Source: an optimization exercise on an open RTL-to-GDS flow (aim: small area, a short achievable clock period and few clock cycles). Production flows keep margins and buffers that such runs may drop. In this exercise RTL edits were held to simulation tests only and were not proved equivalent to the original. Power and IR drop assume default switching activity.

$ cat design/flow/run.sh
#!/bin/bash
# synth_recipe.tcl (not shown) runs the flow's synth.tcl, then flattens the netlist and writes it again
# the make line also repeats each setting of config.mk as NAME=value (left out here)
make -C /OpenROAD-flow-scripts/flow DESIGN_CONFIG=/design/flow/config.mk WORK_HOME=/design/flow/orfs CLKGATE_MAP_FILE= SYNTH_SCRIPT=/design/flow/synth_recipe.tcl finish
$ cat design/flow/config.mk
export PLATFORM = sky130hd
export DESIGN_NAME = dfa_fe
export DESIGN_NICKNAME = dfa_fe
export VERILOG_FILES = /design/flow/design.v
export SDC_FILE = /design/flow/constraint.sdc
export NUM_CORES = 4
export LEC_CHECK = 0
export CAP_MARGIN = 20
export CORE_MARGIN = 2
export CORE_UTILIZATION = 40
export SLEW_MARGIN = 20
$ cat design/flow/constraint.sdc
create_clock -name core_clock -period 11.0 [get_ports {clk}]
set_input_delay 2.2000 -clock core_clock [delete_from_list [all_inputs] [get_ports {clk}]]
set_output_delay 2.2000 -clock core_clock [all_outputs]
set_load 0.01 [all_outputs]
$ cat design/flow/design.v
module dfa_fe (
    input  wire        clk,
    input  wire        rst,           
    input  wire        bus_en,
    input  wire        bus_we,
    input  wire [3:0]  bus_addr,      
    input  wire [31:0] bus_wdata,
    output reg  [31:0] bus_rdata,
    output wire        out_valid,
    input  wire        out_ready,
    output reg  [7:0]  out_data,
    output wire [31:0] out_msg_id,
    output wire [31:0] out_frag_id,
    output wire        out_sof,
    output wire        out_eof
);
    localparam [3:0] A_CMD        = 4'h0,
                     A_STATUS     = 4'h1,
                     A_CFG_N      = 4'h2,
                     A_CFG_P      = 4'h3,
                     A_CFG_C      = 4'h4,
                     A_MSG_ID     = 4'h5,
                     A_ACT_N      = 4'h6,
                     A_ACT_P      = 4'h7,
                     A_ACT_C      = 4'h8,
                     A_CUR_MSG    = 4'h9,
                     A_CUR_FRAG   = 4'hA,
                     A_FRAG_TOTAL = 4'hB;
    localparam [3:0] E_NONE      = 4'h0,
                     E_MSG_COUNT = 4'h1,
                     E_PAY_NEG   = 4'h2,
                     E_CW_NONPOS = 4'h3,
                     E_CW_SMALL  = 4'h4,
                     E_NO_ROOM   = 4'h5,
                     E_NOT_CFG   = 4'h8,
                     E_BAD_ID    = 4'h9,
                     E_ILLEGAL   = 4'hF;
    localparam [1:0] S_HDR = 2'd0,      
                     S_PAY = 2'd1,      
                     S_FTR = 2'd2,      
                     S_PAD = 2'd3;      
    reg [31:0] cfg_n, cfg_p, cfg_c, msg_id;
    reg [30:0] act_n, act_p, act_c;
    reg        act_ok;
    reg [30:0] cur_msg, cur_frag;
    reg        cur_ok;
    reg        single;                
    reg [30:0] pay_left;              
    reg [30:0] blk_left;              
    reg [1:0]  sect;
    reg [2:0]  sidx;                  
    reg        busy, done, cfg_valid, dropped;
    reg [3:0]  err;
    wire [31:0] status_word = {24'd0, err, dropped, cfg_valid, done, busy};
    always @(*) begin
        case (bus_addr)
            A_STATUS:     bus_rdata = status_word;
            A_CFG_N:      bus_rdata = cfg_n;
            A_CFG_P:      bus_rdata = cfg_p;
            A_CFG_C:      bus_rdata = cfg_c;
            A_MSG_ID:     bus_rdata = msg_id;
            A_ACT_N:      bus_rdata = act_ok ? {1'b0, act_n} : 32'd0;
            A_ACT_P:      bus_rdata = act_ok ? {1'b0, act_p} : 32'd0;
            A_ACT_C:      bus_rdata = act_ok ? {1'b0, act_c} : 32'd0;
            A_CUR_MSG:    bus_rdata = cur_ok ? {1'b0, cur_msg} : 32'd0;
            A_CUR_FRAG,
            A_FRAG_TOTAL: bus_rdata = cur_ok ? {1'b0, cur_frag} : 32'd0;
            default:      bus_rdata = 32'd0;
        endcase
    end
    wire        wr       = bus_en && bus_we;
    wire        cmd_wr   = wr && (bus_addr == A_CMD);
    wire [31:0] cmd      = bus_wdata;
    wire        cmd_nz   = (cmd != 32'd0);
    wire        cmd_legal = (cmd[31:4] == 28'd0) && (cmd[3:0] < 4'h4);
    wire        accept   = cmd_wr && cmd_nz && !busy;
    wire signed [31:0] vn = cfg_n;
    wire signed [31:0] vp = cfg_p;
    wire signed [31:0] vc = cfg_c;
    reg  [3:0]  cfg_err;
    always @(*) begin
        if (vn <= 0)                 cfg_err = E_MSG_COUNT;
        else if (vp < 0)             cfg_err = E_PAY_NEG;
        else if (vc <= 0)            cfg_err = E_CW_NONPOS;
        else if (vc < 12)            cfg_err = E_CW_SMALL;
        else if (vc == 12 && vp > 0) cfg_err = E_NO_ROOM;
        else                         cfg_err = E_NONE;
    end
    wire do_config = accept && cmd_legal && cmd[1:0] == 2'd1 && cfg_err == E_NONE;
    wire do_start  = accept && cmd_legal && cmd[1] && cfg_valid &&
                     !(cmd[0] && $signed(msg_id) <= 0);
    wire [31:0] wd = rst ? 32'd0 : bus_wdata;
    always @(posedge clk) begin
        if (rst || (wr && bus_addr == A_CFG_N))  cfg_n  <= wd;
        if (rst || (wr && bus_addr == A_CFG_P))  cfg_p  <= wd;
        if (rst || (wr && bus_addr == A_CFG_C))  cfg_c  <= wd;
        if (rst || (wr && bus_addr == A_MSG_ID)) msg_id <= wd;
    end
    always @(posedge clk) begin
        if (do_config) begin
            act_n <= cfg_n[30:0];
            act_p <= cfg_p[30:0];
            act_c <= cfg_c[30:0];
        end
    end
    wire pay_zero = (pay_left == 31'd0);
    wire pay_one  = (pay_left == 31'd1);
    wire blk_hi0  = (blk_left[30:3] == 28'd0);
    wire blk_one  = blk_hi0 && blk_left[2:0] == 3'd1;
    wire blk_five = blk_hi0 && blk_left[2:0] == 3'd5;
    wire frag_one = (cur_frag == 31'd1);
    wire last_msg = single || (cur_msg == act_n);
    wire [1:0] msg_m1  = cur_msg[1:0] - 2'd1;
    wire [1:0] frag_m2 = cur_frag[1:0] - 2'd2;
    always @(*) begin
        case (sect)
            S_HDR:
                if (sidx == 3'd6)      out_data = {6'd0, msg_m1};
                else if (sidx == 3'd7) out_data = frag_one ? 8'hD5 : {6'd0, frag_m2};
                else                   out_data = 8'h07;
            S_PAY: out_data = 8'hFF;
            S_FTR:
                if (pay_zero)           
                    case (sidx[1:0])
                        2'd0: out_data = 8'hAA;
                        2'd1: out_data = 8'hBB;
                        2'd2: out_data = 8'hCC;
                        default: out_data = 8'hDD;
                    endcase
                else                    
                    case (sidx[1:0])
                        2'd0: out_data = 8'h11;
                        2'd1: out_data = 8'h22;
                        2'd2: out_data = 8'h33;
                        default: out_data = 8'h44;
                    endcase
            default: out_data = 8'h00;
        endcase
    end
    assign out_valid   = busy;
    assign out_msg_id  = {1'b0, cur_msg};
    assign out_frag_id = {1'b0, cur_frag};
    assign out_sof     = (sect == S_HDR) && (sidx == 3'd0);
    assign out_eof     = blk_one;
    wire xfer = busy && out_ready;
    always @(posedge clk) begin
        if (do_start) begin
            blk_left <= act_c;
            pay_left <= act_p;
            sect     <= S_HDR;
            sidx     <= 3'd0;
        end else if (xfer) begin
            blk_left <= blk_one ? act_c : blk_left - 31'd1;
            case (sect)
                S_HDR: begin
                    sidx <= sidx + 3'd1;
                    if (sidx == 3'd7) sect <= pay_zero ? S_FTR : S_PAY;
                end
                S_PAY: begin
                    pay_left <= pay_left - 31'd1;
                    if (pay_one || blk_five) sect <= S_FTR;
                end
                S_FTR: begin
                    sidx <= sidx + 3'd1;
                    if (sidx[1:0] == 2'd3) sect <= S_PAD;
                end
                default: ;
            endcase
            if (blk_one) begin
                sect <= S_HDR;
                sidx <= 3'd0;
                if (pay_zero && !last_msg) pay_left <= act_p;
            end
        end
    end
    always @(posedge clk) begin
        if (do_start) begin
            cur_msg  <= cmd[0] ? msg_id[30:0] : 31'd1;
            single   <= cmd[0];
            cur_frag <= 31'd1;
        end else if (xfer && blk_one) begin
            if (!pay_zero) begin
                cur_frag <= cur_frag + 31'd1;
            end else if (!last_msg) begin
                cur_msg  <= cur_msg + 31'd1;
                cur_frag <= 31'd1;
            end
        end
    end
    always @(posedge clk) begin
        if (rst) begin
            busy      <= 1'b0;
            done      <= 1'b0;
            cfg_valid <= 1'b0;
            dropped   <= 1'b0;
            err       <= E_NONE;
            act_ok    <= 1'b0;
            cur_ok    <= 1'b0;
        end else begin
            if (cmd_wr && cmd_nz) begin
                if (busy) begin
                    dropped <= 1'b1;
                end else begin
                    done    <= 1'b0;
                    err     <= E_NONE;
                    dropped <= 1'b0;
                    if (!cmd_legal) begin
                        err <= E_ILLEGAL;
                    end else begin
                        case (cmd[1:0])
                            2'd1: begin  
                                if (cfg_err != E_NONE) begin
                                    cfg_valid <= 1'b0;
                                    err       <= cfg_err;
                                end else begin
                                    cfg_valid <= 1'b1;
                                    act_ok    <= 1'b1;
                                    done      <= 1'b1;
                                end
                            end
                            2'd2, 2'd3: begin  
                                if (!cfg_valid)
                                    err <= E_NOT_CFG;
                                else if (cmd[0] && $signed(msg_id) <= 0)
                                    err <= E_BAD_ID;
                                else begin
                                    busy   <= 1'b1;
                                    cur_ok <= 1'b1;
                                end
                            end
                            default: ;
                        endcase
                    end
                end
            end
            if (xfer && blk_one && pay_zero && last_msg) begin
                busy <= 1'b0;
                done <= 1'b1;
            end
        end
    end
endmodule
==> summary.md, run 1 <==
| Metric | Value |
|---|---|
| Netlist cell types | 80 |
| Num CTS Buffers | 39 |
| I/O pins | 148 |
| Peak supply drop | 117.0 uV |
| CP peak stage delay | 930 ps |
| Worst setup endpoint | bus_rdata[0] |
| Multi-input gate area | 7340 sq um |
| Initial Util | 40.33% |
| RR Startpoint | pay_left[12] |
| Data required, critical path | 8800 ps |
| H-tree depth | 2 |
| Number of setup buffers added after CTS | 0 |
| Kind of start point of the critical path | input port |
| Crit. End Element | output pin |
| Grt total ovfl | 0 |
| Final Hold Vio Count | 0 |
| Clock Sinks | 361 |
| Worst-path clk slew | 70 ps |
| Top cells by count, synth | edfxtp_1 (315), nand2_1 (169), nor2_1 (101), xnor2_1 (92), o21ai_0 (68) |
| Leak Pwr | 6.612 nW |
| Flop and latch count out of synthesis | 361 |
| Sequential-to-total area share from yosys stat | 57.08% |
| Drt drc | 0 |
| Die Height | 217.2 microns |
| Setup violations, final | 0 |
| Crit Path Class | input port to output pin |
| Slowest-stage cell, CP | nor3_1 |
| GP Congestion | 1.026 |
| Fill cells | 4086 |
| Largest net degree at the start of global routing | 83 |
| Setup TNS | 0 ps |
| Final WL | 65.68 mm |
| Gate Count Post-Synth | 1532 |
| Post-layout util | 47.53% |
| Worst Reg-to-Reg Cells | 7 |
| Chip Width | 217.2 microns |
| Syn avg cell area | 11.87 sq um |
| Max-cap viol count | 0 |
| N_diodes | 0 |
| Post-Syn Area | 18180 sq um |
| Flop2flop setup slack | 6880 ps |
| PostCTS Resize Cnt | 0 |
| Hold depth | 0 |
| Post-synth EDFFs | 315 |
| CTS tree | built |
| Ys flop type | edfxtp_1 |
| Share of layout cells above drive strength 1 | 10.70% |
| Worst hold path class | flip-flop to flip-flop |
| Worst-margin pin slew | 1181 ps |
| Status | no timing/DRC/antenna violations |
| Tmin final | 7338 ps |
| Worst path arrival time | 5140 ps |
| 1st-iter DRT viols | 2270 |
| Final Skew | 26.10 ps |
| Vias in the first global route | 13540 |
| IO Port Bufs | 145 |
| Core Region | 45090 sq um |
| ANT nets after route | 0 |
| Dominant cells by area after synthesis | edfxtp_1 (52%), dfxtp_1 (5.1%), xnor2_1 (4.4%) |
| Clock buffer depth | 3 |
| Synth top area share | 52.02% |
| Crit path top cell by count | clkdlybuf4s50_1 |
| Worst setup path startpoint | bus_addr[0] |
| Largest area contributor in the netlist | edfxtp_1 |
| PwrDens | 142.8 nW/um^2 |
| Unrepaired setup endpoints after global routing | no |
| Routed wire per std cell | 28.77 microns |
| First-pass GRT wire length | 94.27 mm |
| RR Endpoint | pay_left[27] |
| First-pass iteration count of the detailed router | 7 |
| Post-synth ARST share | 0% |
| Vias per std cell | 6.230 |
| Final net count | 1712 |
| Post-cts hold buffer count | 0 |
| Cell-by-cell trace of the critical path | clkdlybuf4s50_1 > nand2_1 > nor3_1 > a222oi_1 > nand3_1 > clkdlybuf4s50_1 |
| Slew HR | 20.68% |
| Clk latency of the worst-skew pair | 560 ps |
| Count leader, synth | edfxtp_1 |
| Root buf cell | clkbuf_16 |
| Worst-path maximum fanout | 8 |
| Reg area | 10380 sq um |
| # rows | 78 |
| Max-slew violations | 0 |
| Tcrit/Tclk final | 66.71% |
| GR Util All Layers | 27.44% |
| Area Growth Syn to Fin | 17.85% |
| Die footprint | 47180 sq um |
| Hpwl dp | 48.99 mm |
| Via count | 14220 |
| Fmax achieved | 0.1363 GHz |
| Initial antenna violation count | 2 |
| Ys Warns | 1 |
[worst max-delay path, delay by kind of cell]
| family | cells | cell delay (ps) |
|---|---|---|
| buffers and inverters | 2 | 1250 |
| AOI/OAI and AO/OA | 1 | 310 |
| and+or+nand+nor | 3 | 1370 |
[per-stage QoR]
| step | power, mW | setup slack (ps) | cell area [sq um] | hold slack [ps] | std cells |
|---|---|---|---|---|---|
| finish | 3.060 | 3662 | 21430 | 497.1 | 2283 |
| global route | 3.121 | 3639 | 21430 | 512.2 | 2283 |
| CTS | 3.061 | 3816 | 21430 | 489.8 | 2283 |
| detailed placement | 1.749 | 3830 | 20160 | 473.5 | 2214 |
| global placement | 1.750 | 3803 | 20160 | 471.0 | 2214 |
| floorplan | 1.640 | 5328 | 18190 | 449.7 | 1533 |
[kinds of logic after synthesis]
| family | count (synthesis) | synth area share, % |
|---|---|---|
| buf+inv | 108 | 2.828 |
| other cells | 1 | 0.02062 |
| simple gates | 545 | 15.43 |
| compound gates | 317 | 13.55 |
| flops | 361 | 57.08 |
| xor+xnor | 145 | 6.984 |
| mux | 39 | 3.000 |
| fa+ha+maj | 16 | 1.101 |
[final cells by class]
cell class	instances	share of cell area (%)
flip-flops and latches	361	48.43
multi-input cells	1064	34.25
repair buffers	165	7.449
clock buffers	49	4.822
clock inverters	20	1.098
well taps	600	3.503
inverters	24	0.4495
[registers in the layout, summed over array words and instances, names as in the netlist]
| signal | count |
|---|---|
| sidx | 3 |
| dropped | 1 |
| cfg_valid | 1 |
| sect | 2 |
| done | 1 |
| act_n | 31 |
| cur_msg | 31 |
| msg_id | 32 |
| act_c | 31 |
| cfg_p | 32 |
| blk_left | 31 |
| cfg_c | 32 |
| cfg_n | 32 |
| single | 1 |
| cur_ok | 1 |
| act_p | 31 |
| busy | 1 |
| pay_left | 31 |
| act_ok | 1 |
| cur_frag | 31 |
| err | 4 |
[layer usage]
metal | part of all wire [%] | global-route usage (%)
met5 | 0.026 | 0
met4 | 5.8 | 13.58
met3 | 10 | 4.920
met2 | 45 | 42.28
met1 | 39 | 37.30
[worst min path at each step]
| stage | endpoint | startpoint | slack (ps) |
|---|---|---|---|
| 2_1_floorplan | act_c[7] | cfg_c[7] | 450 |
| 3_5_place_dp | act_c[19] | cfg_c[19] | 470 |
| 3_3_place_gp | act_p[8] | cfg_p[8] | 470 |
| 6_report | act_c[19] | cfg_c[19] | 500 |
| 5_1_grt | act_p[8] | cfg_p[8] | 510 |
| 4_1_cts | act_c[19] | cfg_c[19] | 490 |
[power by group]
part	switching (mW)	internal (mW)
logic	0.0696	0.0478
clock network	0.564	0.768
registers	0.0767	1.53
total	0.710	2.35
[cells in the final DEF (no fill, tap or decap), drive strengths merged, types with 8 or more instances in the layout]
master / instances
a2111oi: 10
a211oi: 22
a21oi: 34
a222oi: 39
a22o: 32
a22oi: 54
and4: 10
buf: 21
clkbuf: 49
clkdlybuf4s50: 144
clkinv: 14
dfxtp: 46
edfxtp: 315
ha: 16
inv: 25
mux2: 34
nand2: 169
nand2b: 8
nand3: 35
nand4: 29
nor2: 106
nor2b: 35
nor3: 33
nor4: 67
o2111ai: 24
o21ai: 70
or3: 11
or4: 9
xnor2: 92
xor2: 53
Testbench counts, summed over its fixed seeds: cycles 59,163.
==> run 2, diff against run 1 <==
--- a/design/flow/config.mk
+++ b/design/flow/config.mk
@@ -8,4 +8,5 @@
 export CAP_MARGIN = 20
 export CORE_MARGIN = 2
 export CORE_UTILIZATION = 40
+export SETUP_SLACK_MARGIN = 5
 export SLEW_MARGIN = 20
==> run 2 against run 1 <==
  * Cell count increased by 1.6%
  * Global-route usage increased by 1.2 points
  * Synthesized area unchanged
  * Synthesized cell count unchanged
  * Sequential share of layout area decreased by 1.7 points
  * Register-to-register slack improved by 280 ps
  * Fmax increased by 22%
==> summary.md, run 2 <==
| Metric | Value |
|---|---|
| Worst Hold End | act_c[19] (unchanged) |
| Slew HR | 27.19% (was 20.68%) |
| ANT nets after route | 0 (unchanged) |
| Flop and latch count out of synthesis | 361 (unchanged) |
| Max-slew violations | 0 (unchanged) |
| Count leader, synth | edfxtp_1 (unchanged) |
| Worst-margin pin slew | 1092 ps (was 1181 ps) |
| # rows | 78 (unchanged) |
| First-pass GRT wire length | 97.99 mm (was 94.27 mm) |
| Slowest-stage cell, CP | a222oi_1 (was nor3_1) |
| Netlist cell types | 80 (unchanged) |
| Clk latency of the worst-skew pair | 560 ps (about the same) |
| RR Endpoint | pay_left[30] (was pay_left[27]) |
| Syn avg cell area | 11.87 sq um (unchanged) |
| Post-synth ARST share | 0% (unchanged) |
| Worst-path maximum fanout | 6 (was 8) |
| Setup TNS | 0 ps (unchanged) |
| Initial Util | 40.33% (unchanged) |
| Worst min-delay path startpoint | cfg_c[19] (unchanged) |
| Met1 usage | 38.20% (was 37.30%) |
| Ys Warns | 1 (unchanged) |
| Gate Count Post-Synth | 1532 (unchanged) |
| Simple-gate share of the synthesized area | 15.43% (unchanged) |
| Final WL | 68.54 mm (was 65.68 mm) |
| Worst Reg-to-Reg Cells | 7 (unchanged) |
| First-pass iteration count of the detailed router | 10 (was 7) |
| Adder-cell share of the synthesized area | 1.101% (unchanged) |
| Num CTS Buffers | 39 (unchanged) |
| Largest net degree at the start of global routing | 83 (unchanged) |
| Busiest grt layer | met2 (unchanged) |
| Synth Area in Compound Gates | 13.55% (unchanged) |
| Data required, critical path | 8800 ps (about the same) |
| Crit Path Class | input port to output pin (unchanged) |
| Final Hold Vio Count | 0 (unchanged) |
| Total power | 3.081 mW (was 3.060 mW) |
| Tmin final | 6020 ps (was 7338 ps) |
| Vias per std cell | 6.254 (was 6.230) |
| Worst path arrival time | 3820 ps (was 5140 ps) |
| 1st-iter DRT viols | 2211 (was 2270) |
| Post-synth EDFFs | 315 (unchanged) |
| Post-Syn Area | 18180 sq um (unchanged) |
| Routed wire per std cell | 29.54 microns (was 28.77 microns) |
| Area Growth Syn to Fin | 22.08% (was 17.85%) |
| N_diodes | 0 (unchanged) |
| Chip Width | 217.2 microns (unchanged) |
| Flop2flop setup slack | 7160 ps (was 6880 ps) |
| Tcrit/Tclk final | 54.73% (was 66.71%) |
| Met3 GRT Util | 6.373% (was 4.920%) |
| Post-synthesis xor/xnor area fraction | 6.984% (unchanged) |
| Final net count | 1749 (was 1712) |
| GP Congestion | 1.026 (unchanged) |
| Hold depth | 0 (unchanged) |
| Fmax achieved | 0.1661 GHz (was 0.1363 GHz) |
| I/O pins | 148 (unchanged) |
| Grt total ovfl | 0 (unchanged) |
| Post-cts hold buffer count | 0 (unchanged) |
| IO Port Bufs | 145 (unchanged) |
| Met2 Use GR | 44.22% (was 42.28%) |
| Die Height | 217.2 microns (unchanged) |
| Final Skew | 28.73 ps (was 26.10 ps) |
| CP peak stage delay | 390 ps (was 930 ps) |
| PwrDens | 138.8 nW/um^2 (was 142.8 nW/um^2) |
| Die footprint | 47180 sq um (unchanged) |
| Synth top area share | 52.02% (unchanged) |
| Status | no timing/DRC/antenna violations (unchanged) |
| Sequential-to-total area share from yosys stat | 57.08% (unchanged) |
| Setup violations, final | 0 (unchanged) |
| Vias in the first global route | 13900 (was 13540) |
| Ys flop type | edfxtp_1 (unchanged) |
| Clock buffer depth | 3 (unchanged) |
| Largest area contributor in the netlist | edfxtp_1 (unchanged) |
| Commonest non-fill, non-tap cell in the layout | edfxtp_1 (unchanged) |
| RR Startpoint | cur_msg[19] (was pay_left[12]) |
| Root buf cell | clkbuf_16 (unchanged) |
| Drt drc | 0 (unchanged) |
| Cell-by-cell trace of the critical path | buf_12 > nand2b_4 > buf_6 > buf_4 > nor3_4 > buf_6 > buf_4 > a222oi_1 > nand3_2 > buf_6 (was clkdlybuf4s50_1 > nand2_1 > nor3_1 > a222oi_1 > nand3_1 > clkdlybuf4s50_1) |
| Crit. End Element | output pin (unchanged) |
| Clock Sinks | 361 (unchanged) |
| Worst-path clk slew | 70 ps (about the same) |
| Kind of start point of the critical path | input port (unchanged) |
| Max-cap viol count | 0 (unchanged) |
| Via count | 14510 (was 14220) |
| GR Util All Layers | 28.68% (was 27.44%) |
| Unrepaired setup endpoints after global routing | yes (was no) |
| Post-synthesis mux area share | 3.000% (unchanged) |
| Top cells by count, synth | edfxtp_1 (315), nand2_1 (169), nor2_1 (101), xnor2_1 (92), o21ai_0 (68) (unchanged) |
| Most frequent cells in the layout | edfxtp_1 (315), nand2_1 (166), clkdlybuf4s50_1 (108), nor2_1 (96), xnor2_1 (92) (was edfxtp_1 (315), nand2_1 (168), clkdlybuf4s50_1 (144), nor2_1 (97), xnor2_1 (92)) |
| CTS tree | built (unchanged) |
| Post-layout util | 49.24% (was 47.53%) |
| Leak Pwr | 7.135 nW (was 6.612 nW) |
| Fill cells | 4009 (was 4086) |
| Largest family of logic cells by synthesized area | simple AND/OR/NAND/NOR gates (unchanged) |
| Core Region | 45090 sq um (unchanged) |
| Hpwl dp | 48.99 mm (unchanged) |
| Crit path top cell by count | buf_6 (was clkdlybuf4s50_1) |
| Dominant cells by area after synthesis | edfxtp_1 (52%), dfxtp_1 (5.1%), xnor2_1 (4.4%) (unchanged) |
| Initial antenna violation count | 3 (was 2) |
| Worst hold path class | flip-flop to flip-flop (unchanged) |
| Share of layout cells above drive strength 1 | 16.51% (was 10.70%) |
| H-tree depth | 2 (unchanged) |
| Peak supply drop | 118.4 uV (was 117.0 uV) |
==> run 2: cell counts after synthesis <==
No cell type changed its count.
==> run 2: logic make-up after synthesis <==
family / Yosys count
simple gates: 545
flops: 361
compound gates: 317
xor+xnor: 145
buf+inv: 108
mux: 39
fa+ha+maj: 16
other cells: 1
==> run 2: how the worst max path moves through the flow <==
stage                      from           end  slack, ps  cells after the start
floorplan           bus_addr[1]      act_c[0]       5330                      6
global placement    bus_addr[0]  bus_rdata[3]       3800                      6
detailed placement  bus_addr[0]  bus_rdata[3]       3830                      6
CTS                 bus_addr[3]  bus_rdata[2]       4940                      9
global route        bus_addr[1]  bus_rdata[2]       4960                      9
finish              bus_addr[3]  bus_rdata[6]       4980                     10
==> run 2: final cells by class <==
type | instances | area, sq um | share of cell area [%]
repair buffers | 200 | 2079 | 9.367
multi-input cells | 1066 | 7625 | 34.35
clock inverters | 20 | 235.2 | 1.060
well taps | 600 | 750.7 | 3.382
flip-flops and latches | 361 | 10380 | 46.76
inverters | 24 | 96.34 | 0.4340
clock buffers | 49 | 1033 | 4.655
==> run 2: metal layers <==
metal	share of wire, %	vias up
met5	0.058	-
li1	-	6242
met4	5.9	6
met3	11	208
met1	39	7082
met2	45	972
==> run 2: metrics by stage <==
stage / setup slack [ps] / hold WS [ps] / area [sq um] / std cells
2_1_floorplan: 5328 / 449.7 / 18190 / 1533
3_3_place_gp: 3803 / 471.0 / 20160 / 2214
3_5_place_dp: 3830 / 473.5 / 20160 / 2214
4_1_cts: 4940 / 489.8 / 22080 / 2312
5_1_grt: 4955 / 512.2 / 22200 / 2320
6_report: 4980 / 494.1 / 22200 / 2320
==> run 2: timing repair <==
action                                  4_1_cts  5_1_grt
setup buffers                                20        8
endpoints found under the setup margin       38      114
gates cloned                                  9        0
pin swaps                                    36       30
gates resized for setup                     168       44
==> run 2: worst max-delay path: cells and delay by family <==
| family | cells | cell delay [ps] |
|---|---|---|
| AND/OR/NAND/NOR | 3 | 420 |
| AO/OA/AOI/OAI | 1 | 390 |
| buffers and inverters | 6 | 800 |
==> run 2: where the power goes <==
group	internal, mW	total, mW	switching (mW)
Sequential	1.53	1.61	0.0779
Combinational	0.0568	0.136	0.0787
Clock	0.768	1.33	0.565
Total	2.36	3.08	0.722
==> run 3, diff against run 2 <==
--- a/design/flow/config.mk
+++ b/design/flow/config.mk
@@ -5,8 +5,9 @@
 export SDC_FILE = /design/flow/constraint.sdc
 export NUM_CORES = 4
 export LEC_CHECK = 0
+export ABC_CLOCK_PERIOD_IN_PS = 5000
 export CAP_MARGIN = 20
 export CORE_MARGIN = 2
-export CORE_UTILIZATION = 40
+export CORE_UTILIZATION = 60
 export SETUP_SLACK_MARGIN = 5
 export SLEW_MARGIN = 20
==> run 3 against run 2 <==
  * Core utilization rose by 24 points
  * Global-route usage up 14 points
  * Combinational power shrank 3%
  * First-iteration DRC count grew 44%
  * Largest power group unchanged
  * Highest routed layer unchanged
  * Synthesized area unchanged
==> summary.md, run 3 <==
| Metric | Value |
|---|---|
| Drt drc | 0 (unchanged) |
| Tcrit/Tclk final | 55.09% (was 54.73%) |
| Root buf cell | clkbuf_16 (unchanged) |
| Routed wire per std cell | 32.33 microns (was 29.54 microns) |
| Share of layout cells above drive strength 1 | 14.92% (was 16.51%) |
| Post-cts hold buffer count | 0 (unchanged) |
| First-pass GRT wire length | 96.61 mm (was 97.99 mm) |
| First-pass iteration count of the detailed router | 10 (unchanged) |
| Dominant cells by area after synthesis | edfxtp_1 (52%), dfxtp_1 (5.1%), xnor2_1 (4.4%) (unchanged) |
| I/O pins | 148 (unchanged) |
| Post-synth EDFFs | 315 (unchanged) |
| Multi-input gate area | 7562 sq um (was 7625 sq um) |
| Flop and latch count out of synthesis | 361 (unchanged) |
| M1 wire length | 24.14 mm (was 26.40 mm) |
| Worst-margin pin slew | 1161 ps (was 1092 ps) |
| Cell-by-cell trace of the critical path | clkbuf_4 > nand2_4 > nor3_2 > buf_12 > a221o_1 > clkdlybuf4s50_1 (was buf_12 > nand2b_4 > buf_6 > buf_4 > nor3_4 > buf_6 > buf_4 > a222oi_1 > nand3_2 > buf_6) |
| Gate Count Post-Synth | 1532 (unchanged) |
| Hpwl dp | 47.81 mm (was 48.99 mm) |
| Top layer in use | met5 (unchanged) |
| CTS tree | built (unchanged) |
| Num CTS Buffers | 38 (was 39) |
| Ys flop type | edfxtp_1 (unchanged) |
| Met3 wire len | 9.316 mm (was 7.328 mm) |
| Kind of start point of the critical path | input port (unchanged) |
| Commonest non-fill, non-tap cell in the layout | edfxtp_1 (unchanged) |
| Fmax achieved | 0.1650 GHz (was 0.1661 GHz) |
| Via count | 14980 (was 14510) |
| Peak supply drop | 169.1 uV (was 118.4 uV) |
| Slew HR | 22.57% (was 27.19%) |
| Max-slew violations | 0 (unchanged) |
| # rows | 63 (was 78) |
| Final net count | 1743 (was 1749) |
| Crit Path Class | input port to output pin (unchanged) |
| Vias in the first global route | 14070 (was 13900) |
| GP Congestion | 1.027 (was 1.026) |
| Worst setup path startpoint | bus_addr[1] (was bus_addr[3]) |
| GR Util All Layers | 42.94% (was 28.68%) |
| Synth top area share | 52.02% (unchanged) |
| Worst min-delay path startpoint | cfg_p[13] (was cfg_c[19]) |
| Post-synth ARST share | 0% (unchanged) |
| Clock Sinks | 361 (unchanged) |
| WL met2 | 29.02 mm (was 30.75 mm) |
| Unrepaired setup endpoints after global routing | yes (unchanged) |
| Reg area | 10380 sq um (unchanged) |
| Area Growth Syn to Fin | 19.27% (was 22.08%) |
| 1st-iter DRT viols | 3183 (was 2211) |
| Crit. End Element | output pin (unchanged) |
| Leak Pwr | 6.955 nW (was 7.135 nW) |
| Initial Util | 61.19% (was 40.33%) |
| Die footprint | 31720 sq um (was 47180 sq um) |
| Count leader, synth | edfxtp_1 (unchanged) |
| Worst path arrival time | 3860 ps (was 3820 ps) |
| Initial antenna violation count | 2 (was 3) |
| IO Port Bufs | 145 (unchanged) |
| Tmin final | 6060 ps (was 6020 ps) |
| Final Hold Vio Count | 0 (unchanged) |
| Final WL | 68.11 mm (was 68.54 mm) |
| Grt total ovfl | 0 (unchanged) |
| Largest area contributor in the netlist | edfxtp_1 (unchanged) |
| CP peak stage delay | 550 ps (was 390 ps) |
| Status | no timing/DRC/antenna violations (unchanged) |
| Data required, critical path | 8800 ps (about the same) |
| Worst hold path class | flip-flop to flip-flop (unchanged) |
| Most frequent cells in the layout | edfxtp_1 (315), nand2_1 (165), clkdlybuf4s50_1 (109), nor2_1 (96), xnor2_1 (92) (was edfxtp_1 (315), nand2_1 (166), clkdlybuf4s50_1 (108), nor2_1 (96), xnor2_1 (92)) |
| Core Region | 29720 sq um (was 45090 sq um) |
| Final Skew | 19.47 ps (was 28.73 ps) |
| Syn avg cell area | 11.87 sq um (unchanged) |
| RR Startpoint | cfg_p[4] (was cur_msg[19]) |
| Setup TNS | 0 ps (unchanged) |
| PwrDens | 141.0 nW/um^2 (was 138.8 nW/um^2) |
| Fill cells | 2019 (was 4009) |
| Sequential-to-total area share from yosys stat | 57.08% (unchanged) |
| Clock buffer depth | 3 (unchanged) |
| Vias per std cell | 7.112 (was 6.254) |
| Post-Syn Area | 18180 sq um (unchanged) |
| Setup violations, final | 0 (unchanged) |
| Post-layout util | 72.99% (was 49.24%) |
| Max-cap viol count | 0 (unchanged) |
| Netlist cell types | 80 (unchanged) |
| Die Height | 178.1 microns (was 217.2 microns) |
| Clk latency of the worst-skew pair | 540 ps (was 560 ps) |
| Top cells by count, synth | edfxtp_1 (315), nand2_1 (169), nor2_1 (101), xnor2_1 (92), o21ai_0 (68) (unchanged) |
| H-tree depth | 2 (unchanged) |
| ANT nets after route | 0 (unchanged) |
| Largest net degree at the start of global routing | 87 (was 83) |
| Slowest-stage cell, CP | clkdlybuf4s50_1 (was a222oi_1) |
| Worst-path maximum fanout | 33 (was 6) |
| Worst-path clk slew | 70 ps (about the same) |
| Ys Warns | 1 (unchanged) |
| Chip Width | 178.1 microns (was 217.2 microns) |
==> run 3: cell counts after synthesis <==
No cell type changed its count.
==> run 3: final cells by class <==
| cell class | count | area share [%] |
|---|---|---|
| multi-input combinational | 1069 | 34.87 |
| sequential | 361 | 47.86 |
| clock inverter | 26 | 1.269 |
| antenna | 1 | 0.01154 |
| timing repair buffer | 192 | 8.803 |
| inverter | 24 | 0.4557 |
| clock buffer | 44 | 4.488 |
| tap | 390 | 2.250 |
==> run 3: critical path: cells and delay by family <==
| family | cells | cell delay, ps |
|---|---|---|
| buf+inv | 3 | 1030 |
| compound gates | 1 | 230 |
| simple gates | 2 | 390 |
==> run 3: through the flow <==
step | std cells | hold slack, ps | setup slack (ps) | cell area [sq um] | power, mW
final | 2107 | 489.1 | 4940 | 21690 | 3.059
after global placement | 2001 | 473.5 | 3571 | 19880 | 1.739
after floorplan | 1533 | 449.7 | 5328 | 18190 | 1.640
after detailed placement | 2001 | 471.0 | 3754 | 19890 | 1.742
after global routing | 2106 | 498.8 | 4923 | 21690 | 3.103
after CTS | 2098 | 486.6 | 4945 | 21610 | 3.040
==> run 3: worst paths after layout <==
| kind | end | slack (ps) | cells after the start |
|---|---|---|---|
| worst max-delay path | bus_rdata[31] | 4940 | 6 |
| worst min-delay path | act_p[13] | 490 | 0 |
| worst max register to register | act_p[28] | 7040 | 8 |
| worst min register to register | act_p[13] | 490 | 0 |
==> run 3: where the power goes <==
| group | switching [mW] | internal, mW | total [mW] | leakage [nW] |
|---|---|---|---|---|
| clock network | 0.560 | 0.758 | 1.32 | 0.611 |
| logic | 0.0798 | 0.0521 | 0.132 | 3.35 |
| registers | 0.0744 | 1.53 | 1.61 | 2.99 |
| total | 0.714 | 2.34 | 3.06 | 6.95 |
==> run 3: what timing repair did <==
| item | CTS | global route |
|---|---|---|
| buffers inserted | 20 | 6 |
| gates resized for setup | 122 | 44 |
| setup endpoints to repair | 34 | 34 |
| pin swaps | 39 | 20 |
| hold endpoints to repair | 0 | 0 |
| cloned | 7 | 2 |
==> run 3: per-layer routing <==
layer	GRT usage, %	vias to the layer above
met5	0	-
met4	26.30	4
met3	12.25	309
met2	62.95	1259
met1	56.63	7161
li1	-	6251
==> run 3: logic make-up after synthesis <==
group	after synthesis	share of synthesized area [%]
AND/OR/NAND/NOR	545	15.43
flip-flops	361	57.08
AO/OA/AOI/OAI	317	13.55
XOR/XNOR	145	6.984
buffers and inverters	108	2.828
multiplexers	39	3.000
adder cells (fa/ha/maj)	16	1.101
other	1	0.02062
==> run 4, diff against run 3 <==
==> design/flow/flow/run.sh (new file) <==
#!/bin/bash
# Own layout flow: the standard ORFS flow (standard.sh, unchanged synthesis)
# with a few knobs changed:
#  - ports are buffered with the smallest buffer (buf_1) instead of the
#    default pick; timing repair may then resize them,
#  - timing repair may change cell footprints and aims beyond the plain
#    clock period (setup margin),
#  - the clock tree uses smaller clock buffers.
# The make output goes to flow_make.log in the work folder; every ORFS step
# also keeps its own log under orfs/logs.
set -euo pipefail
bash standard.sh \
  MATCH_CELL_FOOTPRINT=0 \
  SETUP_SLACK_MARGIN=6.5 \
  "BUFFER_PORTS_ARGS=-buffer_cell sky130_fd_sc_hd__buf_1" \
  "CTS_BUF_LIST=sky130_fd_sc_hd__clkbuf_4 sky130_fd_sc_hd__clkbuf_8" \
  finish > flow_make.log 2>&1
==> design/flow/standard.sh (new file) <==
#!/bin/bash
# synth_recipe.tcl (not shown) runs the flow's synth.tcl, then flattens the netlist and writes it again
# the make line also repeats each setting of config.mk as NAME=value (left out here)
make -C /OpenROAD-flow-scripts/flow DESIGN_CONFIG=/design/flow/config.mk WORK_HOME=/design/flow/orfs CLKGATE_MAP_FILE= SYNTH_SCRIPT=/design/flow/synth_recipe.tcl "${@:-finish}"
==> design/flow/config.mk (replaced) <==
export PLATFORM = sky130hd
export DESIGN_NAME = dfa_fe
export DESIGN_NICKNAME = dfa_fe
export VERILOG_FILES = /design/flow/design.v
export SDC_FILE = /design/flow/constraint.sdc
export NUM_CORES = 4
export LEC_CHECK = 0
export CAP_MARGIN = 20
export CORE_MARGIN = 2
export CORE_UTILIZATION = 40
export SLEW_MARGIN = 20
removed: design/flow/run.sh
==> run 4 against run 3 <==
  * Setup slack better by 230 ps
  * Still clean on timing, DRC and antenna
  * Clock skew is 11 ps higher
  * Sequential share of layout area is 0.16 points lower
  * Count of clock-buffer cells in the layout is 41 higher
  * Fmax is 3.9% higher
  * Critical endpoint is now bus_rdata[24]
  * Global-route usage is 14 points lower
  * Via count is 1.5% lower
  * Final area is 0.33% higher
  * Core utilization is 25 points lower
  * Combinational power is 5% lower
  * First-iteration DRC count is 31% lower
==> summary.md, run 4 <==
| Metric | Value |
|---|---|
| # rows | 78 (was 63) |
| Sequential-to-total area share from yosys stat | 57.08% (unchanged) |
| Flop and latch count out of synthesis | 361 (unchanged) |
| PwrDens | 135.2 nW/um^2 (was 141.0 nW/um^2) |
| Fmax achieved | 0.1714 GHz (was 0.1650 GHz) |
| H-tree depth | 2 (unchanged) |
| Cell-by-cell trace of the critical path | buf_12 > nand2b_4 > buf_4 > nor2_4 > buf_4 > a222oi_1 > o2111ai_1 > buf_1 (was clkbuf_4 > nand2_4 > nor3_2 > buf_12 > a221o_1 > clkdlybuf4s50_1) |
| Routed wire per std cell | 29.27 microns (was 32.33 microns) |
| Switch Pwr | 723.5 uW (was 714.4 uW) |
| Commonest non-fill, non-tap cell in the layout | edfxtp_1 (unchanged) |
| Pint | 2.219 mW (was 2.344 mW) |
| Ys Warns | 1 (unchanged) |
| Flop pwr share | 54.7% (was 52.6%) |
| Tcrit/Tclk final | 53.03% (was 55.09%) |
| Worst-path clk slew | 60 ps (was 70 ps) |
| Largest area contributor in the netlist | edfxtp_1 (unchanged) |
| Top cells by count, synth | edfxtp_1 (315), nand2_1 (169), nor2_1 (101), xnor2_1 (92), o21ai_0 (68) (unchanged) |
| Area Growth Syn to Fin | 19.66% (was 19.27%) |
| Max-slew violations | 0 (unchanged) |
| Crit. End Element | output pin (unchanged) |
| Post-synth EDFFs | 315 (unchanged) |
| Hpwl dp | 49.83 mm (was 47.81 mm) |
| Clock power share | 41.0% (was 43.1%) |
| Synth top area share | 52.02% (unchanged) |
| Most frequent cells in the layout | edfxtp_1 (315), nand2_1 (161), buf_1 (117), nor2_1 (96), xnor2_1 (92) (was edfxtp_1 (315), nand2_1 (165), clkdlybuf4s50_1 (109), nor2_1 (96), xnor2_1 (92)) |
| Comb pwr share | 4.2% (was 4.3%) |
| Count leader, synth | edfxtp_1 (unchanged) |
| Share of layout cells above drive strength 1 | 20.41% (was 14.92%) |
| ANT nets after route | 0 (unchanged) |
| Crit path top cell by count | buf_4 |
| Final Hold Vio Count | 0 (unchanged) |
| Placed cell count | 2211 (was 2001) |
| Top layer in use | met4 (was met5) |
| Grt total ovfl | 0 (unchanged) |
| Met3 wire len | 7.413 mm (was 9.316 mm) |
| Chip Width | 217.2 microns (was 178.1 microns) |
| Crit Path Class | input port to output pin (unchanged) |
| Fill cells | 4048 (was 2019) |
| Leak Pwr | 6.948 nW (was 6.955 nW) |
| Peak supply drop | 89.36 uV (was 169.1 uV) |
| Initial Util | 40.33% (was 61.19%) |
| Vias per std cell | 6.212 (was 7.112) |
| Worst-path maximum fanout | 7 (was 33) |
| Ys flop type | edfxtp_1 (unchanged) |
| First-pass iteration count of the detailed router | 8 (was 10) |
| Vias in the first global route | 14260 (was 14070) |
| Clk latency of the worst-skew pair | 670 ps (was 540 ps) |
| Drt drc | 0 (unchanged) |
| Setup TNS | 0 ps (unchanged) |
| Post-Syn Area | 18180 sq um (unchanged) |
| Max-cap viol count | 0 (unchanged) |
| Netlist cell types | 80 (unchanged) |
| Die Height | 217.2 microns (was 178.1 microns) |
| Final WL | 69.51 mm (was 68.11 mm) |
| Worst-margin pin slew | 1081 ps (was 1161 ps) |
| Num CTS Buffers | 58 (was 38) |
| Via count | 14750 (was 14980) |
| Initial antenna violation count | 1 (was 2) |
| Dominant cells by area after synthesis | edfxtp_1 (52%), dfxtp_1 (5.1%), xnor2_1 (4.4%) (unchanged) |
| Data required, critical path | 8800 ps (about the same) |
| Clock buffer depth | 3 (unchanged) |
| WL met2 | 30.42 mm (was 29.02 mm) |
| CP peak stage delay | 370 ps (was 550 ps) |
| Syn avg cell area | 11.87 sq um (unchanged) |
| Largest net degree at the start of global routing | 63 (was 87) |
| Slew HR | 27.27% (was 22.57%) |
| First-pass GRT wire length | 99.67 mm (was 96.61 mm) |
| M1 wire length | 26.59 mm (was 24.14 mm) |
| Unrepaired setup endpoints after global routing | yes (unchanged) |
| I/O pins | 148 (unchanged) |
| GP Congestion | 1.008 (was 1.027) |
| Final net count | 1783 (was 1743) |
| Final Skew | 30.07 ps (was 19.47 ps) |
| CTS tree | built (unchanged) |
| Slowest-stage cell, CP | a222oi_1 (was clkdlybuf4s50_1) |
| Die footprint | 47180 sq um (was 31720 sq um) |
| Worst hold path class | flip-flop to flip-flop (unchanged) |
| Setup violations, final | 0 (unchanged) |
| Gate Count Post-Synth | 1532 (unchanged) |
| Root buf cell | clkbuf_8 (was clkbuf_16) |
| 1st-iter DRT viols | 2208 (was 3183) |
| Worst path arrival time | 3630 ps (was 3860 ps) |
| GR Util All Layers | 29.21% (was 42.94%) |
| IO Port Bufs | 145 (unchanged) |
| Clock Sinks | 361 (unchanged) |
| Status | no timing/DRC/antenna violations (unchanged) |
| Final Non-Filler Cells | 2375 (was 2107) |
| Kind of start point of the critical path | input port (unchanged) |
| Post-synth ARST share | 0% (unchanged) |
| Tmin final | 5833 ps (was 6060 ps) |
| Switching Share | 24.59% (was 23.36%) |
| Core Region | 45090 sq um (was 29720 sq um) |
-- run 4: cell counts after synthesis --
Identical to the previous run, type by type.
-- run 4: timing repair --
action	in CTS	in global routing
endpoints found under the setup margin	313	320
gates resized for setup	158	6
pin swaps	45	20
buffers inserted	40	4
gates cloned	10	1
hold buffers	0	0
-- run 4: final cells by class --
class	instances	area [sq um]	area share, %
antenna	1	2.502	0.01150
clock buffer	85	1045	4.801
clock inverter	23	162.7	0.7475
inverter	24	98.84	0.4542
multi-input combinational	1067	7881	36.22
sequential	361	10380	47.70
tap	600	750.7	3.450
timing repair buffer	214	1440	6.618
-- run 4: worst max-delay path: cells and delay by family --
family	cells	cell delay, ps
AOI/OAI and AO/OA	2	570
and+or+nand+nor	2	280
buffers and inverters	4	580
-- run 4: worst paths after layout --
path,startpoint,end,slack (ps),depth (start not counted)
worst max register to register,msg_id[28],pay_left[30],7130,8
worst min-delay path,cfg_n[22],act_n[22],490,0
worst max-delay path,bus_addr[3],bus_rdata[24],5170,8
worst min register to register,cfg_n[22],act_n[22],490,0
-- run 4: power groups by stage --
stage | clock [mW] | sequential (mW) | combinational, mW
after floorplan | 0 | 1.58 | 0.0614
after global placement | 0 | 1.63 | 0.0998
after detailed placement | 0 | 1.63 | 0.101
after CTS | 1.22 | 1.60 | 0.122
after global routing | 1.28 | 1.61 | 0.132
final | 1.21 | 1.61 | 0.125
-- run 4: kinds of logic (layout without fill, tap and decap cells) --
logic type / after synthesis / after routing / synth area share [%]
simple gates: 545 / 548 / 15.43
flops: 361 / 361 / 57.08
compound gates: 317 / 317 / 13.55
xor+xnor: 145 / 145 / 6.984
buf+inv: 108 / 346 / 2.828
mux: 39 / 39 / 3.000
fa+ha+maj: 16 / 16 / 1.101
other cells: 1 / 3 / 0.02062
-- run 4: through the flow --
| step | hold WS (ps) | power (mW) | setup slack (ps) | instance area, sq um | utilization (%) |
|---|---|---|---|---|---|
| 6_report | 494.8 | 2.942 | 5167 | 21760 | 48.26 |
| 5_1_grt | 513.8 | 3.019 | 5154 | 21760 | 48.26 |
| 4_1_cts | 495.6 | 2.940 | 5221 | 21700 | 48.12 |
| 3_5_place_dp | 483.9 | 1.733 | 4511 | 19410 | 43.05 |
| 3_3_place_gp | 479.8 | 1.733 | 4594 | 19380 | 42.99 |
| 2_1_floorplan | 449.7 | 1.644 | 5713 | 18450 | - |
-- run 4: per-layer routing --
layer	vias to the layer above	global-route usage, %
met2	1030	43.84
met4	0	18.31
met5	-	0
met3	236	5.954
met1	7179	38.74
li1	6308	-
==> run 5, diff against run 4 <==
--- a/design/flow/design.v
+++ b/design/flow/design.v
@@ -46,27 +46,34 @@
     reg        cur_ok;
     reg        single;                
     reg [30:0] pay_left;              
+    reg        pay_zero;              
     reg [30:0] blk_left;              
     reg [1:0]  sect;
     reg [2:0]  sidx;                  
     reg        busy, done, cfg_valid, dropped;
     reg [3:0]  err;
     wire [31:0] status_word = {24'd0, err, dropped, cfg_valid, done, busy};
+    wire rs_status = (bus_addr == A_STATUS);
+    wire rs_cfg_n  = (bus_addr == A_CFG_N);
+    wire rs_cfg_p  = (bus_addr == A_CFG_P);
+    wire rs_cfg_c  = (bus_addr == A_CFG_C);
+    wire rs_msg_id = (bus_addr == A_MSG_ID);
+    wire rs_act_n  = (bus_addr == A_ACT_N) && act_ok;
+    wire rs_act_p  = (bus_addr == A_ACT_P) && act_ok;
+    wire rs_act_c  = (bus_addr == A_ACT_C) && act_ok;
+    wire rs_cur_m  = (bus_addr == A_CUR_MSG) && cur_ok;
+    wire rs_cur_f  = (bus_addr == A_CUR_FRAG || bus_addr == A_FRAG_TOTAL) && cur_ok;
     always @(*) begin
-        case (bus_addr)
-            A_STATUS:     bus_rdata = status_word;
-            A_CFG_N:      bus_rdata = cfg_n;
-            A_CFG_P:      bus_rdata = cfg_p;
-            A_CFG_C:      bus_rdata = cfg_c;
-            A_MSG_ID:     bus_rdata = msg_id;
-            A_ACT_N:      bus_rdata = act_ok ? {1'b0, act_n} : 32'd0;
-            A_ACT_P:      bus_rdata = act_ok ? {1'b0, act_p} : 32'd0;
-            A_ACT_C:      bus_rdata = act_ok ? {1'b0, act_c} : 32'd0;
-            A_CUR_MSG:    bus_rdata = cur_ok ? {1'b0, cur_msg} : 32'd0;
-            A_CUR_FRAG,
-            A_FRAG_TOTAL: bus_rdata = cur_ok ? {1'b0, cur_frag} : 32'd0;
-            default:      bus_rdata = 32'd0;
-        endcase
+        bus_rdata = ({32{rs_status}} & status_word)
+                  | ({32{rs_cfg_n}}  & cfg_n)
+                  | ({32{rs_cfg_p}}  & cfg_p)
+                  | ({32{rs_cfg_c}}  & cfg_c)
+                  | ({32{rs_msg_id}} & msg_id)
+                  | ({32{rs_act_n}}  & {1'b0, act_n})
+                  | ({32{rs_act_p}}  & {1'b0, act_p})
+                  | ({32{rs_act_c}}  & {1'b0, act_c})
+                  | ({32{rs_cur_m}}  & {1'b0, cur_msg})
+                  | ({32{rs_cur_f}}  & {1'b0, cur_frag});
     end
     wire        wr       = bus_en && bus_we;
     wire        cmd_wr   = wr && (bus_addr == A_CMD);
@@ -103,7 +110,7 @@
             act_c <= cfg_c[30:0];
         end
     end
-    wire pay_zero = (pay_left == 31'd0);
+    wire actp_zero = (act_p == 31'd0);
     wire pay_one  = (pay_left == 31'd1);
     wire blk_hi0  = (blk_left[30:3] == 28'd0);
     wire blk_one  = blk_hi0 && blk_left[2:0] == 3'd1;
@@ -147,6 +154,7 @@
         if (do_start) begin
             blk_left <= act_c;
             pay_left <= act_p;
+            pay_zero <= actp_zero;
             sect     <= S_HDR;
             sidx     <= 3'd0;
         end else if (xfer) begin
@@ -158,6 +166,7 @@
                 end
                 S_PAY: begin
                     pay_left <= pay_left - 31'd1;
+                    pay_zero <= pay_one;
                     if (pay_one || blk_five) sect <= S_FTR;
                 end
                 S_FTR: begin
@@ -169,7 +178,10 @@
             if (blk_one) begin
                 sect <= S_HDR;
                 sidx <= 3'd0;
-                if (pay_zero && !last_msg) pay_left <= act_p;
+                if (pay_zero && !last_msg) begin
+                    pay_left <= act_p;
+                    pay_zero <= actp_zero;
+                end
             end
         end
     end
==> design/flow/flow/run.sh (replaced) <==
#!/bin/bash
# Own layout flow: the standard ORFS flow (standard.sh, unchanged synthesis)
# with a few knobs changed:
#  - ports are buffered with the smallest buffer (buf_1) instead of the
#    default pick; timing repair may then resize them,
#  - timing repair may change cell footprints and aims beyond the plain
#    clock period (setup margin),
#  - the clock tree uses clkbuf_8 buffers, larger sink clusters and no
#    dummy loads.
# The make output goes to flow_make.log in the work folder; every ORFS step
# also keeps its own log under orfs/logs.
set -euo pipefail
MARGIN=$(cat "$(dirname "$0")/margin.txt")
bash standard.sh \
  MATCH_CELL_FOOTPRINT=0 \
  SETUP_SLACK_MARGIN=$MARGIN \
  "BUFFER_PORTS_ARGS=-buffer_cell sky130_fd_sc_hd__buf_1" \
  "CTS_ARGS=-sink_clustering_enable -repair_clock_nets -dont_use_dummy_load -buf_list sky130_fd_sc_hd__clkbuf_8 -sink_clustering_size 16 -sink_clustering_max_diameter 50" \
  finish > flow_make.log 2>&1
==> design/flow/flow/margin.txt (new file) <==
6.5
==> run 5 against run 4 <==
  * Still clean
  * Flip-flop and latch count grew 1
  * Combinational power shrank 5%
  * Count of clock-buffer cells in the layout shrank 44
  * Cell count shrank 2.4%
  * Synthesized cell count shrank 0.33%
  * Setup slack lost 14 ps
  * Largest power group unchanged
==> summary.md, run 5 <==
| Metric | Value |
|---|---|
| Status | no timing/DRC/antenna violations (unchanged) |
| 1st-iter DRT viols | 2624 (was 2208) |
| Die footprint | 45720 sq um (was 47180 sq um) |
| Via count | 15110 (was 14750) |
| Setup TNS | 0 ps (unchanged) |
| Worst-path clk slew | 80 ps (was 60 ps) |
| Peak supply drop | 60.32 uV (was 89.36 uV) |
| Synth top area share | 53.89% (was 52.02%) |
| Worst Hold End | act_n[10] (was act_n[22]) |
| Unrepaired setup endpoints after global routing | yes (unchanged) |
| Post-cts hold buffer count | 0 (unchanged) |
| Worst hold path class | flip-flop to flip-flop (unchanged) |
| Commonest non-fill, non-tap cell in the layout | edfxtp_1 (unchanged) |
| Sequential-to-total area share from yosys stat | 59.12% (was 57.08%) |
| Grt total ovfl | 0 (unchanged) |
| First-pass iteration count of the detailed router | 12 (was 8) |
| Count leader, synth | edfxtp_1 (unchanged) |
| H-tree depth | 2 (unchanged) |
| RR Startpoint | blk_left[17] (was msg_id[28]) |
| Flop pwr share | 62.9% (was 54.7%) |
| Tcrit/Tclk final | 53.15% (was 53.03%) |
| Root buf cell | clkbuf_8 (unchanged) |
| Post-synth EDFFs | 316 (was 315) |
| Clock power share | 32.3% (was 41.0%) |
| Post-layout util | 48.83% (was 48.26%) |
| Worst path arrival time | 3650 ps (was 3630 ps) |
| Post-Syn Area | 17610 sq um (was 18180 sq um) |
| Routed wire per std cell | 30.25 microns (was 29.27 microns) |
| I/O pins | 148 (unchanged) |
| Initial antenna violation count | 2 (was 1) |
| Pint | 1.906 mW (was 2.219 mW) |
| Switch Pwr | 612.5 uW (was 723.5 uW) |
| Vias per std cell | 6.516 (was 6.212) |
| Flop2flop setup slack | 6930 ps (was 7130 ps) |
| Post-synth ARST share | 0% (unchanged) |
| Flop and latch count out of synthesis | 362 (was 361) |
| Max-cap viol count | 0 (unchanged) |
| Clock Sinks | 362 (was 361) |
| Worst min-delay path startpoint | cfg_n[10] (was cfg_n[22]) |
| Crit. End Element | output pin (unchanged) |
| Data required, critical path | 8800 ps (about the same) |
| Kind of start point of the critical path | input port (unchanged) |
| Dominant cells by area after synthesis | edfxtp_1 (54%), dfxtp_1 (5.2%), xnor2_1 (4.8%) (was edfxtp_1 (52%), dfxtp_1 (5.1%), xnor2_1 (4.4%)) |
| Gate Count Post-Synth | 1527 (was 1532) |
| Worst-margin pin slew | 1091 ps (was 1081 ps) |
| PwrDens | 119.2 nW/um^2 (was 135.2 nW/um^2) |
| N_diodes | 0 (was 1) |
| Comb pwr share | 4.7% (was 4.2%) |
| Ys Warns | 1 (unchanged) |
| Hold depth | 0 (unchanged) |
| Clock buffer depth | 3 (unchanged) |
| Chip Width | 213.8 microns (was 217.2 microns) |
| IO Port Bufs | 145 (unchanged) |
| Netlist cell types | 64 (was 80) |
| Setup violations, final | 0 (unchanged) |
| # rows | 76 (was 78) |
| Largest area contributor in the netlist | edfxtp_1 (unchanged) |
| Initial Util | 40.70% (was 40.33%) |
| Max-slew violations | 0 (unchanged) |
| Most frequent cells in the layout | edfxtp_1 (316), nand2_1 (157), buf_1 (113), xnor2_1 (97), o21ai_0 (96) (was edfxtp_1 (315), nand2_1 (161), buf_1 (117), nor2_1 (96), xnor2_1 (92)) |
| Slew HR | 27.25% (was 27.27%) |
| Final Skew | 122.3 ps (was 30.07 ps) |
| Crit Path Class | input port to output pin (unchanged) |
| Worst-path maximum fanout | 8 (was 7) |
| CTS tree | built (unchanged) |
| Final Hold Vio Count | 0 (unchanged) |
| Final net count | 1792 (was 1783) |
| Largest net degree at the start of global routing | 61 (was 63) |
| Switching Share | 24.32% (was 24.59%) |
| Hpwl dp | 44.67 mm (was 49.83 mm) |
| First-pass GRT wire length | 95.89 mm (was 99.67 mm) |
| Final WL | 70.12 mm (was 69.51 mm) |
| Die Height | 213.8 microns (was 217.2 microns) |
| Top cells by count, synth | edfxtp_1 (316), nand2_1 (160), o21ai_0 (104), xnor2_1 (97), nor2_1 (89) (was edfxtp_1 (315), nand2_1 (169), nor2_1 (101), xnor2_1 (92), o21ai_0 (68)) |
| Share of layout cells above drive strength 1 | 18.12% (was 20.41%) |
| Core Region | 43270 sq um (was 45090 sq um) |
| Worst Reg-to-Reg Cells | 9 (was 8) |
| Drt drc | 0 (unchanged) |
| ANT nets after route | 0 (unchanged) |
| Clk latency of the worst-skew pair | 660 ps (was 670 ps) |
| Vias in the first global route | 13820 (was 14260) |
| Area Growth Syn to Fin | 19.99% (was 19.66%) |
| Syn avg cell area | 11.53 sq um (was 11.87 sq um) |
| Fmax achieved | 0.1710 GHz (was 0.1714 GHz) |
| GP Congestion | 0.9193 (was 1.008) |
| RR Endpoint | cur_frag[28] (was pay_left[30]) |
| GR Util All Layers | 29.48% (was 29.21%) |
| Ys flop type | edfxtp_1 (unchanged) |
| Tmin final | 5847 ps (was 5833 ps) |
| Num CTS Buffers | 41 (was 58) |
| Leak Pwr | 6.589 nW (was 6.948 nW) |
[run 5: cell count changes after synthesis, sizes merged, moves of 16 or more]
cell    previous run  this run
o21ai             70       106
a22oi             54        28
a221oi             0        23
mux2              34        15
nor2             106        89
a211oi            22         6
[run 5: cells by family after synthesis]
logic type	count (synthesis)	share of synthesized area, %
mux	23	1.414
flops	362	59.12
simple gates	581	16.95
compound gates	307	12.36
buf+inv	102	2.281
fa+ha+maj	16	1.137
other cells	1	0.02130
xor+xnor	135	6.714
[run 5: critical path: stages]
cell and delay (ps):
buf_12 110, nor3b_4 150, nor3b_4 160, buf_6 150, clkbuf_16 180, a222oi_1 370, nand3_1 150, buf_1 160
[run 5: power groups by stage]
stage               Combinational, mW  Sequential (mW)  Clock, mW
finish                          0.119             1.59      0.814
global route                    0.124             1.59      0.857
CTS                             0.109             1.58      0.814
detailed placement             0.0974             1.61          0
global placement               0.0963             1.61          0
floorplan                      0.0572             1.59          0
[run 5: final cells by class]
cell class	count	area, sq um
clock buffers	41	564.3
fillers	3879	22140
inverters	20	81.33
multi-input cells	1069	7468
flip-flops and latches	362	10470
well taps	585	732.0
repair buffers	241	1813
[run 5: stage by stage]
stage	power (mW)	cell area, sq um	instances	hold WS, ps	worst slack [ps]
detailed placement	1.711	18940	2197	464.6	4447
global route	2.567	21130	2318	493.4	5138
floorplan	1.644	17990	1528	441.4	5454
CTS	2.505	20580	2288	461.2	5163
global placement	1.710	18940	2196	463.7	4532
finish	2.518	21130	2318	486.5	5153
[run 5: per-layer routing]
layer | up-vias | track usage, % | wire length [microns] | share of wire [%]
met3 | 242 | 6.898 | 9148 | 13
met5 | - | 0 | 80 | 0.11
li1 | 6324 | - | - | -
met1 | 7347 | 39.79 | 25850 | 37
met2 | 1188 | 43.81 | 30650 | 44
met4 | 4 | 16.45 | 4391 | 6.3
[run 5: worst max path at each step]
stage | from | end | cells past startpoint
after floorplan | bus_addr[1] | bus_rdata[10] | 8
after global placement | bus_addr[2] | bus_rdata[26] | 7
after CTS | bus_addr[2] | bus_rdata[9] | 9
final | bus_addr[3] | bus_rdata[4] | 8
after global routing | bus_addr[3] | bus_rdata[4] | 8
after detailed placement | bus_addr[2] | bus_rdata[29] | 7
[run 5: repair_timing]
item / CTS / global route
endpoints found under the hold margin: 0 / 0
endpoints found under the setup margin: 348 / 119
pin swaps: 49 / 33
gates cloned: 14 / 5
buffers inserted: 36 / 25
resized for setup: 181 / 66
Testbench counts of run 5, summed over its fixed seeds: cycles 59,163.
==> run 6, diff against run 5 <==
==> design/flow/flow/margin.txt (replaced) <==
6.0
==> run 6 against run 5 <==
  * Sequential share of layout area increased by 0.34 points
  * Sequential power about the same
  * Global-route usage increased by 0.31 points
  * Synthesized area unchanged
  * Combinational power increased by 8%
  * Core utilization decreased by 0.60 points
  * Non-clock buffer count decreased by 12
  * Setup slack got worse by 330 ps
  * Routed wire length decreased by 2.3%
  * Largest cell class unchanged
==> summary.md, run 6 <==
| Metric | Value |
|---|---|
| Die Height | 213.8 microns (unchanged) |
| Final net count | 1776 (was 1792) |
| Status | no timing/DRC/antenna violations (unchanged) |
| Clock Sinks | 362 (unchanged) |
| GR Util All Layers | 29.79% (was 29.48%) |
| Setup violations, final | 0 (unchanged) |
| Area Growth Syn to Fin | 18.52% (was 19.99%) |
| Hold WS | 492.3 ps (was 486.5 ps) |
| Syn avg cell area | 11.53 sq um (unchanged) |
| CTS tree | built (unchanged) |
| Final Hold Vio Count | 0 (unchanged) |
| Count leader, synth | edfxtp_1 (unchanged) |
| First-pass iteration count of the detailed router | 9 (was 12) |
| Commonest non-fill, non-tap cell in the layout | edfxtp_1 (unchanged) |
| Comb pwr share | 5.1% (was 4.7%) |
| Vias per std cell | 6.470 (was 6.516) |
| Fmax achieved | 0.1620 GHz (was 0.1710 GHz) |
| Dominant cells by area after synthesis | edfxtp_1 (54%), dfxtp_1 (5.2%), xnor2_1 (4.8%) (unchanged) |
| Post-Syn Area | 17610 sq um (unchanged) |
| Leak Pwr | 6.517 nW (was 6.589 nW) |
| Flop and latch count out of synthesis | 362 (unchanged) |
| Unrepaired setup endpoints after global routing | yes (unchanged) |
| Peak supply drop | 78.01 uV (was 60.32 uV) |
| Clock buffer depth | 3 (unchanged) |
| Crit Path Class | input port to output pin (unchanged) |
| Largest net degree at the start of global routing | 70 (was 61) |
| Flop pwr share | 64.0% (was 62.9%) |
| Worst setup endpoint | bus_rdata[22] (was bus_rdata[4]) |
| Worst hold path class | flip-flop to flip-flop (unchanged) |
| Setup TNS | 0 ps (unchanged) |
| Synth top area share | 53.89% (unchanged) |
| Worst path arrival time | 3970 ps (was 3650 ps) |
| PwrDens | 119.1 nW/um^2 (was 119.2 nW/um^2) |
| Fill cells | 3858 (was 3879) |
| 1st-iter DRT viols | 2469 (was 2624) |
| Via count | 14900 (was 15110) |
| Gate Count Post-Synth | 1527 (unchanged) |
| Tcrit/Tclk final | 56.11% (was 53.15%) |
| Num CTS Buffers | 38 (was 41) |
| Flop2flop setup slack | 6470 ps (was 6930 ps) |
| Post-cts hold buffer count | 0 (unchanged) |
| Worst setup path startpoint | bus_addr[3] (unchanged) |
| Crit. End Element | output pin (unchanged) |
| Final Skew | 72.31 ps (was 122.3 ps) |
| Clk latency of the worst-skew pair | 610 ps (was 660 ps) |
| Worst-path clk slew | 90 ps (was 80 ps) |
| Largest area contributor in the netlist | edfxtp_1 (unchanged) |
| Worst-path maximum fanout | 6 (was 8) |
| Worst-margin pin slew | 1159 ps (was 1091 ps) |
| Max-slew violations | 0 (unchanged) |
| Chip Width | 213.8 microns (unchanged) |
| Cell family with most CP delay | buffers and inverters (unchanged) |
| Die footprint | 45720 sq um (unchanged) |
| Initial Util | 40.70% (unchanged) |
| RR Endpoint | cur_frag[22] (was cur_frag[28]) |
| IO Port Bufs | 145 (unchanged) |
| Kind of start point of the critical path | input port (unchanged) |
| Max-cap viol count | 0 (unchanged) |
| Reg area | 10410 sq um (was 10470 sq um) |
| Crit path top cell by count | buf_6 (was nor3b_4) |
| Sequential-to-total area share from yosys stat | 59.12% (unchanged) |
| Ys Warns | 1 (unchanged) |
| Grt total ovfl | 0 (unchanged) |
| Slew HR | 22.71% (was 27.25%) |
| Initial antenna violation count | 2 (unchanged) |
| RR Startpoint | blk_left[16] (was blk_left[17]) |
| Netlist cell types | 64 (unchanged) |
| Drt drc | 0 (unchanged) |
| Routed wire per std cell | 29.76 microns (was 30.25 microns) |
| Vias in the first global route | 13950 (was 13820) |
| Switching Share | 23.85% (was 24.32%) |
| GP Congestion | 0.9201 (was 0.9193) |
| Worst Reg-to-Reg Cells | 8 (was 9) |
| ANT nets after route | 0 (unchanged) |
| N_diodes | 0 (unchanged) |
| Post-synth ARST share | 0% (unchanged) |
| # rows | 76 (unchanged) |
| Share of layout cells above drive strength 1 | 15.61% (was 18.12%) |
| Slowest-stage cell, CP | a222oi_1 (unchanged) |
| Crit path buf inv count | 6 (was 4) |
| Ys flop type | edfxtp_1 (unchanged) |
| Final WL | 68.52 mm (was 70.12 mm) |
| Pint | 1.892 mW (was 1.906 mW) |
| Hpwl dp | 45.86 mm (was 44.67 mm) |
| Root buf cell | clkbuf_8 (unchanged) |
| I/O pins | 148 (unchanged) |
| Post-synth EDFFs | 316 (unchanged) |
| Cell-by-cell trace of the critical path | buf_12 > buf_6 > buf_8 > buf_6 > and4b_4 > buf_4 > a222oi_1 > nand3_1 > buf_1 (was buf_12 > nor3b_4 > nor3b_4 > buf_6 > clkbuf_16 > a222oi_1 > nand3_1 > buf_1) |
| CP Depth | 9 (was 8) |
| Clock power share | 30.9% (was 32.3%) |
| H-tree depth | 2 (unchanged) |
| Most frequent cells in the layout | edfxtp_1 (316), nand2_1 (154), buf_1 (110), o21ai_0 (100), xnor2_1 (97) (was edfxtp_1 (316), nand2_1 (157), buf_1 (113), xnor2_1 (97), o21ai_0 (96)) |
| Data required, critical path | 8800 ps (about the same) |
| Multi-input gate area | 7380 sq um (was 7468 sq um) |
| CP peak stage delay | 510 ps (was 370 ps) |
| Tmin final | 6173 ps (was 5847 ps) |
| Switch Pwr | 592.7 uW (was 612.5 uW) |
| Top cells by count, synth | edfxtp_1 (316), nand2_1 (160), o21ai_0 (104), xnor2_1 (97), nor2_1 (89) (unchanged) |
| First-pass GRT wire length | 97.59 mm (was 95.89 mm) |
| Core Region | 43270 sq um (unchanged) |
-- run 6: changes by cell type in the layout (fill, tap and decap cells not counted), moves of 5 or more --
| cell | previous run | this run |
|---|---|---|
| dfxtp_1 | 22 | 44 |
| dfxtp_2 | 12 | 2 |
| a221oi_1 | 5 | 0 |
| nor4_1 | 61 | 68 |
| dfxtp_4 | 12 | 0 |
| buf_6 | 14 | 20 |
| buf_4 | 58 | 43 |
-- run 6: per-stage QoR --
stage	power (mW)	worst slack (ps)	instance area (sq um)	std cells	utilization, %
floorplan	1.644	5454	17880	1528	-
global placement	1.712	4573	18910	2195	43.70
detailed placement	1.712	4548	18910	2195	43.70
CTS	2.467	4956	20530	2284	47.46
global route	2.539	4906	20870	2302	48.24
finish	2.485	4827	20870	2302	48.24
-- run 6: cells by family (layout without fill, tap and decap cells) --
group	after synthesis	in the layout	synth area share (%)
adder cells (fa/ha/maj)	16	16	1.137
other	1	2	0.02130
AO/OA/AOI/OAI	307	308	12.36
flip-flops	362	362	59.12
AND/OR/NAND/NOR	581	584	16.95
buffers and inverters	102	287	2.281
XOR/XNOR	135	135	6.714
multiplexers	23	23	1.414
-- run 6: timing repair --
action / 4_1_cts / 5_1_grt
resized for setup: 158 / 43
setup endpoints to repair: 275 / 49
gates cloned: 15 / 1
pin swaps: 58 / 31
buffers inserted: 36 / 17
-- run 6: worst min path at each step --
stage                endpoint  depth (start not counted)  startpoint  slack, ps
finish              act_p[18]                          0   cfg_p[18]        490
CTS                 act_p[18]                          0   cfg_p[18]        480
floorplan           act_c[12]                          0   cfg_c[12]        440
global placement    act_c[27]                          0   cfg_c[27]        470
global route         act_n[1]                          0    cfg_n[1]        510
detailed placement  act_n[18]                          0   cfg_n[18]        460
-- run 6: routing by layer --
| metal | GRT usage [%] | wire (microns) |
|---|---|---|
| met5 | 0 | 13 |
| met4 | 10.11 | 2708 |
| met3 | 7.001 | 9340 |
| met2 | 45.97 | 30200 |
| met1 | 41.33 | 26260 |
-- run 6: final cells by class --
class                           count  area share (%)
Tap cell                          585           3.507
Clock buffer                       38           2.506
Timing Repair Buffer              229           8.357
Inverter                           20          0.3777
Multi-Input combinational cell   1068           35.36
Sequential cell                   362           49.89
-- run 6: power by group through the flow --
| stage | Sequential [mW] | Combinational, mW | Clock [mW] |
|---|---|---|---|
| detailed placement | 1.62 | 0.0971 | 0 |
| global route | 1.59 | 0.133 | 0.815 |
| floorplan | 1.59 | 0.0568 | 0 |
| CTS | 1.59 | 0.118 | 0.763 |
| global placement | 1.62 | 0.0965 | 0 |
| finish | 1.59 | 0.128 | 0.767 |

Check on run 6: ideal ports give 4.827 ns setup slack; a clkbuf_16 on the clock port and buf_2 on the inputs give 4.773 ns; moving port delays by the midpoint clock arrival (0.629 ns) as well gives 4.773 ns.
